This design comes from an exercise in tuning for small area, a short achievable clock period and few clock cycles per item on the open sky130 flow, not from production work.
Only simulation tests tie the RTL to the original design; equivalence was not proved.

==> run a: inputs <==
## rtpmix_slot
module rtpmix_slot (
    input  wire         clk,
    input  wire         rst,           
    input  wire         in_valid,
    output wire         in_ready,
    input  wire [7:0]   in_mask,       
    input  wire [127:0] in_samples,    
    output wire         out_valid,
    input  wire         out_ready,
    output wire         out_present,
    output wire [15:0]  out_data
);
export LEC_CHECK = 0
export ABC_AREA = 1
export CAP_MARGIN = 20
export CORE_MARGIN = 2
export CORE_UTILIZATION = 65
export PLACE_DENSITY = 0.75
export SLEW_MARGIN = 20
export SYNTH_HIERARCHICAL = 1
export SYNTH_MINIMUM_KEEP_SIZE = 0
create_clock -name core_clock -period 400.0 [get_ports {clk}]
run.sh (not shown) runs the stock make flow with config.mk's settings and CLKGATE_MAP_FILE= SYNTH_SCRIPT=/design/flow/synth_recipe.tcl, a recipe that flattens the netlist after the stock synthesis.
==> run b: changes against run a <==
--- a/flow/design.v
+++ b/flow/design.v
@@ -4003,95 +4003,64 @@
     assign m7_r[13] = s3655 ^ n3673;
     wire n3674 = n3673 & s3655;
     assign m7_r[14] = s3657 ^ n3674;
     wire n3675 = n3674 & s3657;
     assign m7_r[15] = s3659 ^ n3675;
     wire [15:0] acc2 = m7_r;
     wire [16:0] w = {mp, acc2};
     reg v1, v2;                        
-    reg ov;                            
-    reg c1, c2, c3;                    
-    reg [2:0] rp, wp;                  
+    reg f0, f1, f2, f3;                
     reg t1, t2, t3;                    
     reg ir;                            
-    reg [16:0] o, s0, s1, s2;
+    reg [16:0] e0, e1, e2, e3;         
     wire acc  = in_valid && ir;
     wire push = v2;
-    wire sw   = push && ov;            
     assign in_ready    = ir;
-    assign out_valid   = ov;
-    assign out_present = o[16];
-    assign out_data    = o[15:0];
-    wire [16:0] shead = ({17{rp[0]}} & s0) | ({17{rp[1]}} & s1) | ({17{rp[2]}} & s2);
-    wire [16:0] o_n  = ov ? o : w;
-    wire [16:0] o_p  = (ov && c1) ? shead : w;
-    wire        ov_n = ov || push;
-    wire        ov_p = ov ? (c1 || push) : push;
-    wire [2:0]  wp_a = {wp[1:0], wp[2]};
-    wire [2:0]  rp_a = {rp[1:0], rp[2]};
-    wire [2:0]  wp_n = sw ? wp_a : wp;
-    wire [2:0]  wp_p = (sw && (!ov || c1)) ? wp_a : wp;
-    wire [2:0]  rp_p = (ov && c1) ? rp_a : rp;
-    wire [2:0]  c_up = {c2, c1, 1'b1};
-    wire [2:0]  c_dn = {1'b0, c3, c2};
-    wire [2:0]  c_0  = {c3, c2, c1};
-    wire [2:0]  c_n  = sw ? c_up : c_0;
-    wire [2:0]  c_p  = !ov ? c_0 : !c1 ? c_0 : sw ? c_0 : c_dn;
+    assign out_valid   = f0;
+    assign out_present = e0[16];
+    assign out_data    = e0[15:0];
+    wire [16:0] e0_n = (push && !f0) ? w : e0;
+    wire [16:0] e1_n = (push && f0 && !f1) ? w : e1;
+    wire [16:0] e2_n = (push && f1 && !f2) ? w : e2;
+    wire [16:0] e3_n = (push && f2 && !f3) ? w : e3;
+    wire [16:0] e0_p = !f0 ? e0_n : (push && !f1) ? w : e1;
+    wire [16:0] e1_p = !f0 ? e1_n : (push && f1 && !f2) ? w : e2;
+    wire [16:0] e2_p = !f0 ? e2_n : (push && f2 && !f3) ? w : e3;
+    wire [16:0] e3_p = !f0 ? e3_n : (push && f3) ? w : e3;
+    wire [3:0] f_n = push ? {f2, f1, f0, 1'b1} : {f3, f2, f1, f0};
+    wire [3:0] f_p = !f0 ? f_n : push ? {f3, f2, f1, f0} : {1'b0, f3, f2, f1};
     wire [3:0] t_up = {t3, t2, t1, 1'b1};        
     wire [3:0] t_dn = {1'b0, !ir, t3, t2};
     wire [3:0] t_0  = {!ir, t3, t2, t1};
-    wire [3:0] t_n  = acc ? t_up : t_0;
-    wire [3:0] t_p  = !ov ? t_n : acc ? t_0 : t_dn;
-    wire [16:0] o_d;
-    wire        ov_d;
-    wire [2:0]  wp_d, rp_d, c_d;
-    wire [3:0]  t_d;
-    rtpmix_mux mo[16:0] (.s(out_ready), .a(o_p),  .b(o_n),  .y(o_d));
-    rtpmix_mux mov      (.s(out_ready), .a(ov_p), .b(ov_n), .y(ov_d));
-    rtpmix_mux mwp[2:0] (.s(out_ready), .a(wp_p), .b(wp_n), .y(wp_d));
-    rtpmix_mux mrp[2:0] (.s(out_ready), .a(rp_p), .b(rp),   .y(rp_d));
-    rtpmix_mux mc[2:0]  (.s(out_ready), .a(c_p),  .b(c_n),  .y(c_d));
-    rtpmix_mux mt[3:0]  (.s(out_ready), .a(t_p),  .b(t_n),  .y(t_d));
+    wire [3:0] t_a  = out_ready && f0 ? t_0 : t_up;    
+    wire [3:0] t_b  = out_ready && f0 ? t_dn : t_0;    
+    wire [3:0] t_nx = acc ? t_a : t_b;
     always @(posedge clk) begin
-        o <= o_d;
-        if (sw && wp[0]) s0 <= w;
-        if (sw && wp[1]) s1 <= w;
-        if (sw && wp[2]) s2 <= w;
+        e0 <= out_ready ? e0_p : e0_n;
+        e1 <= out_ready ? e1_p : e1_n;
+        e2 <= out_ready ? e2_p : e2_n;
+        e3 <= out_ready ? e3_p : e3_n;
     end
     always @(posedge clk) begin
         if (rst) begin
             v1 <= 1'b0;
             v2 <= 1'b0;
-            ov <= 1'b0;
-            {c3, c2, c1} <= 3'b000;
-            rp <= 3'b001;
-            wp <= 3'b001;
+            {f3, f2, f1, f0} <= 4'b0000;
             {t3, t2, t1} <= 3'b000;
             ir <= 1'b1;
         end else begin
             v1 <= acc;
             v2 <= v1;
-            ov <= ov_d;
-            {c3, c2, c1} <= c_d;
-            rp <= rp_d;
-            wp <= wp_d;
-            {t3, t2, t1} <= t_d[2:0];
-            ir <= !t_d[3];
+            {f3, f2, f1, f0} <= out_ready ? f_p : f_n;
+            {t3, t2, t1} <= t_nx[2:0];
+            ir <= !t_nx[3];
         end
     end
 endmodule
-module rtpmix_mux (
-    input  wire s,
-    input  wire a,
-    input  wire b,
-    output wire y
-);
-    assign y = s ? a : b;
-endmodule
 module rtpmix_fa (
     input  wire x,
     input  wire y,
     input  wire z,
     output wire s,
     output wire c
 );
     assign s = x ^ y ^ z;
ABC_AREA = unset   (was 1)
CORE_UTILIZATION = 40   (was 65)
PLACE_DENSITY = unset   (was 0.75)
==> summary.md <==
| Metric | Value |
|---|---|
| Area growth from synthesis to layout | 5.777% |
| Number of flops mapped to enable cells by yosys | 51 |
| Period minus WS final | 81.51 ns |
| Vias in the first global route | 44.09k |
| Final instance area | 57,550 um^2 |
| Cells after synthesis | 5,700 |
| Outcome | timing/DRC/antenna clean |
| Core Footprint | 83,290 um^2 |
| Crit Path Max Fanout | 2 |
| Starting Density | 65.32% |
the above is filed under run a

==> summary.md <==
| Metric | Value |
|---|---|
| Final instance area | 67,810 um^2 |
| Area growth from synthesis to layout | 5.986% |
| Cells after synthesis | 6,733 |
| Distinct cells, synth | 69 |
| Vias in the first global route | 51.05k |
| Crit Path Max Fanout | 16 |
| Outcome | timing/DRC/antenna clean |
| Period minus WS final | 81.86 ns |
| Final sequential cell count | 279 |
the above is filed under run b

Testbench counts of run a, summed over its fixed seeds: cycles 32,024, items 32,000.
Testbench counts of run b, summed over its fixed seeds: cycles 32,024, items 32,000.

==> job 9525 <==
rtpmix_slot again, from the RTL that the note above started with.
Settings: LEC_CHECK=0, ABC_AREA=1, CAP_MARGIN=20, CORE_MARGIN=2, CORE_UTILIZATION=65, CTS_BUF_LIST=sky130_fd_sc_hd__clkbuf_8, CTS_CLUSTER_SIZE=40, PLACE_DENSITY=0.75, SLEW_MARGIN=20, SYNTH_HIERARCHICAL=1, SYNTH_MINIMUM_KEEP_SIZE=0; clock period 400.0 ns.
standard.sh (not shown) runs the stock make flow with config.mk's settings and CLKGATE_MAP_FILE= SYNTH_SCRIPT=/design/flow/synth_recipe.tcl, a recipe that flattens the netlist after the stock synthesis.
==> flow/flow/run.sh <==
#!/bin/bash
# The standard layout, with plain buffers (instead of the automatically
# chosen delay buffer) on the input and output ports.
set -euo pipefail
bash standard.sh "BUFFER_PORTS_ARGS=-buffer_cell sky130_fd_sc_hd__buf_2" finish > standard_flow.log 2>&1
==> job 9580: changes against job 9525 <==
--- a/flow/design.v
+++ b/flow/design.v
@@ -4003,95 +4003,64 @@
     assign m7_r[13] = s3655 ^ n3673;
     wire n3674 = n3673 & s3655;
     assign m7_r[14] = s3657 ^ n3674;
     wire n3675 = n3674 & s3657;
     assign m7_r[15] = s3659 ^ n3675;
     wire [15:0] acc2 = m7_r;
     wire [16:0] w = {mp, acc2};
     reg v1, v2;                        
-    reg ov;                            
-    reg c1, c2, c3;                    
-    reg [2:0] rp, wp;                  
+    reg f0, f1, f2, f3;                
     reg t1, t2, t3;                    
     reg ir;                            
-    reg [16:0] o, s0, s1, s2;
+    reg [16:0] e0, e1, e2, e3;         
     wire acc  = in_valid && ir;
     wire push = v2;
-    wire sw   = push && ov;            
     assign in_ready    = ir;
-    assign out_valid   = ov;
-    assign out_present = o[16];
-    assign out_data    = o[15:0];
-    wire [16:0] shead = ({17{rp[0]}} & s0) | ({17{rp[1]}} & s1) | ({17{rp[2]}} & s2);
-    wire [16:0] o_n  = ov ? o : w;
-    wire [16:0] o_p  = (ov && c1) ? shead : w;
-    wire        ov_n = ov || push;
-    wire        ov_p = ov ? (c1 || push) : push;
-    wire [2:0]  wp_a = {wp[1:0], wp[2]};
-    wire [2:0]  rp_a = {rp[1:0], rp[2]};
-    wire [2:0]  wp_n = sw ? wp_a : wp;
-    wire [2:0]  wp_p = (sw && (!ov || c1)) ? wp_a : wp;
-    wire [2:0]  rp_p = (ov && c1) ? rp_a : rp;
-    wire [2:0]  c_up = {c2, c1, 1'b1};
-    wire [2:0]  c_dn = {1'b0, c3, c2};
-    wire [2:0]  c_0  = {c3, c2, c1};
-    wire [2:0]  c_n  = sw ? c_up : c_0;
-    wire [2:0]  c_p  = !ov ? c_0 : !c1 ? c_0 : sw ? c_0 : c_dn;
+    assign out_valid   = f0;
+    assign out_present = e0[16];
+    assign out_data    = e0[15:0];
+    wire [16:0] e0_n = (push && !f0) ? w : e0;
+    wire [16:0] e1_n = (push && f0 && !f1) ? w : e1;
+    wire [16:0] e2_n = (push && f1 && !f2) ? w : e2;
+    wire [16:0] e3_n = (push && f2 && !f3) ? w : e3;
+    wire [16:0] e0_p = !f0 ? e0_n : (push && !f1) ? w : e1;
+    wire [16:0] e1_p = !f0 ? e1_n : (push && f1 && !f2) ? w : e2;
+    wire [16:0] e2_p = !f0 ? e2_n : (push && f2 && !f3) ? w : e3;
+    wire [16:0] e3_p = !f0 ? e3_n : (push && f3) ? w : e3;
+    wire [3:0] f_n = push ? {f2, f1, f0, 1'b1} : {f3, f2, f1, f0};
+    wire [3:0] f_p = !f0 ? f_n : push ? {f3, f2, f1, f0} : {1'b0, f3, f2, f1};
     wire [3:0] t_up = {t3, t2, t1, 1'b1};        
     wire [3:0] t_dn = {1'b0, !ir, t3, t2};
     wire [3:0] t_0  = {!ir, t3, t2, t1};
-    wire [3:0] t_n  = acc ? t_up : t_0;
-    wire [3:0] t_p  = !ov ? t_n : acc ? t_0 : t_dn;
-    wire [16:0] o_d;
-    wire        ov_d;
-    wire [2:0]  wp_d, rp_d, c_d;
-    wire [3:0]  t_d;
-    rtpmix_mux mo[16:0] (.s(out_ready), .a(o_p),  .b(o_n),  .y(o_d));
-    rtpmix_mux mov      (.s(out_ready), .a(ov_p), .b(ov_n), .y(ov_d));
-    rtpmix_mux mwp[2:0] (.s(out_ready), .a(wp_p), .b(wp_n), .y(wp_d));
-    rtpmix_mux mrp[2:0] (.s(out_ready), .a(rp_p), .b(rp),   .y(rp_d));
-    rtpmix_mux mc[2:0]  (.s(out_ready), .a(c_p),  .b(c_n),  .y(c_d));
-    rtpmix_mux mt[3:0]  (.s(out_ready), .a(t_p),  .b(t_n),  .y(t_d));
+    wire [3:0] t_a  = out_ready && f0 ? t_0 : t_up;    
+    wire [3:0] t_b  = out_ready && f0 ? t_dn : t_0;    
+    wire [3:0] t_nx = acc ? t_a : t_b;
     always @(posedge clk) begin
-        o <= o_d;
-        if (sw && wp[0]) s0 <= w;
-        if (sw && wp[1]) s1 <= w;
-        if (sw && wp[2]) s2 <= w;
+        e0 <= out_ready ? e0_p : e0_n;
+        e1 <= out_ready ? e1_p : e1_n;
+        e2 <= out_ready ? e2_p : e2_n;
+        e3 <= out_ready ? e3_p : e3_n;
     end
     always @(posedge clk) begin
         if (rst) begin
             v1 <= 1'b0;
             v2 <= 1'b0;
-            ov <= 1'b0;
-            {c3, c2, c1} <= 3'b000;
-            rp <= 3'b001;
-            wp <= 3'b001;
+            {f3, f2, f1, f0} <= 4'b0000;
             {t3, t2, t1} <= 3'b000;
             ir <= 1'b1;
         end else begin
             v1 <= acc;
             v2 <= v1;
-            ov <= ov_d;
-            {c3, c2, c1} <= c_d;
-            rp <= rp_d;
-            wp <= wp_d;
-            {t3, t2, t1} <= t_d[2:0];
-            ir <= !t_d[3];
+            {f3, f2, f1, f0} <= out_ready ? f_p : f_n;
+            {t3, t2, t1} <= t_nx[2:0];
+            ir <= !t_nx[3];
         end
     end
 endmodule
-module rtpmix_mux (
-    input  wire s,
-    input  wire a,
-    input  wire b,
-    output wire y
-);
-    assign y = s ? a : b;
-endmodule
 module rtpmix_fa (
     input  wire x,
     input  wire y,
     input  wire z,
     output wire s,
     output wire c
 );
     assign s = x ^ y ^ z;
==> flow/run.sh (new file) <==
#!/bin/bash
# synth_recipe.tcl (not shown) runs the flow's synth.tcl, then flattens the netlist and writes it again
# the make line also repeats each setting of config.mk as NAME=value (left out here)
make -C /OpenROAD-flow-scripts/flow DESIGN_CONFIG=/design/flow/config.mk WORK_HOME=/design/flow/orfs CLKGATE_MAP_FILE= SYNTH_SCRIPT=/design/flow/synth_recipe.tcl finish
Settings changed: ABC_AREA 1 to unset, CTS_BUF_LIST sky130_fd_sc_hd__clkbuf_8 to unset, CTS_CLUSTER_SIZE 40 to unset.
removed: flow/flow/run.sh
removed: flow/standard.sh
==> results.txt <==
r2r setup slk = 329.86 ns
multi-input logic portion of the cell area = 0.8153
Mapped Cells = 6733
status = timing/DRC/antenna clean
DIE AREA = 0.1010 mm^2
Post-synth EDFFs = 17
Cell variety after synth = 69
critical path capture point = e3[12]$_DFFE_PP_
share of layout cells above drive strength 1 = 0.08429
The numbers above come from job 9580.

==> results.txt <==
ClkCell Share = 0.01885
share of layout cells above drive strength 1 = 0.07218
critical path capture point = out_data[9]
DIE AREA = 0.08603 mm^2
r2r setup slk = 333.68 ns
Pins Over Slew Limit = 0
most flop-heavy register = rs
Cell variety after synth = 32
DR WL met3 = 15.93 mm
sequence of cells on the critical path = buf_2
multi-input logic portion of the cell area = 0.7709
Post-synth EDFFs = 51
status = timing/DRC/antenna clean
Mapped Cells = 5700
Multi-input gate area = 0.04361 mm^2
Levels on crit path = 1
The numbers above come from job 9525.

Testbench counts of job 9525, summed over its fixed seeds: cycles 32,024, items 32,000.
Testbench counts of job 9580, summed over its fixed seeds: cycles 32,024, items 32,000.

separate check: timing with driven ports:
In the flow no input, the clock included, has a driving cell. The finished layouts below were timed again as built, in two steps. Step 1 sets driving cells, clkbuf_16 on the clock port and buf_2 on the other inputs (assumed; they add their load-dependent delay and slew). Step 2 times the ports against the registers' clock, not the clock port: input delays grow and output delays shrink by t, the midpoint of the rising clock arrivals with the driver on. Three values: ideal, step 1, step 2; two values: the first two.
run | t, ns | setup WS [ns] | worst setup path after step 2 | clock arrival spread, ns | worst data-port slew with drivers (ns)
run a | 0.682 | 318.488 / 318.417 / 318.554 | input to register | 0.025 / 0.024 | 0.04
run b | 0.658 | 318.145 / 318.177 / 317.519 | input to register | 0.054 / 0.054 | 0.05
job 9525 | 0.794 | 318.803 / 318.730 / 318.584 | input to register | 0.062 / 0.061 | 0.04
job 9580 | 0.672 | 318.277 / 318.322 / 317.649 | input to register | 0.049 / 0.049 | 0.05
After both steps setup and hold are still met in every run listed. For job 9580, which loses most, drivers alone change the setup slack by +0.045 ns; drivers and shift together by -0.628 ns.
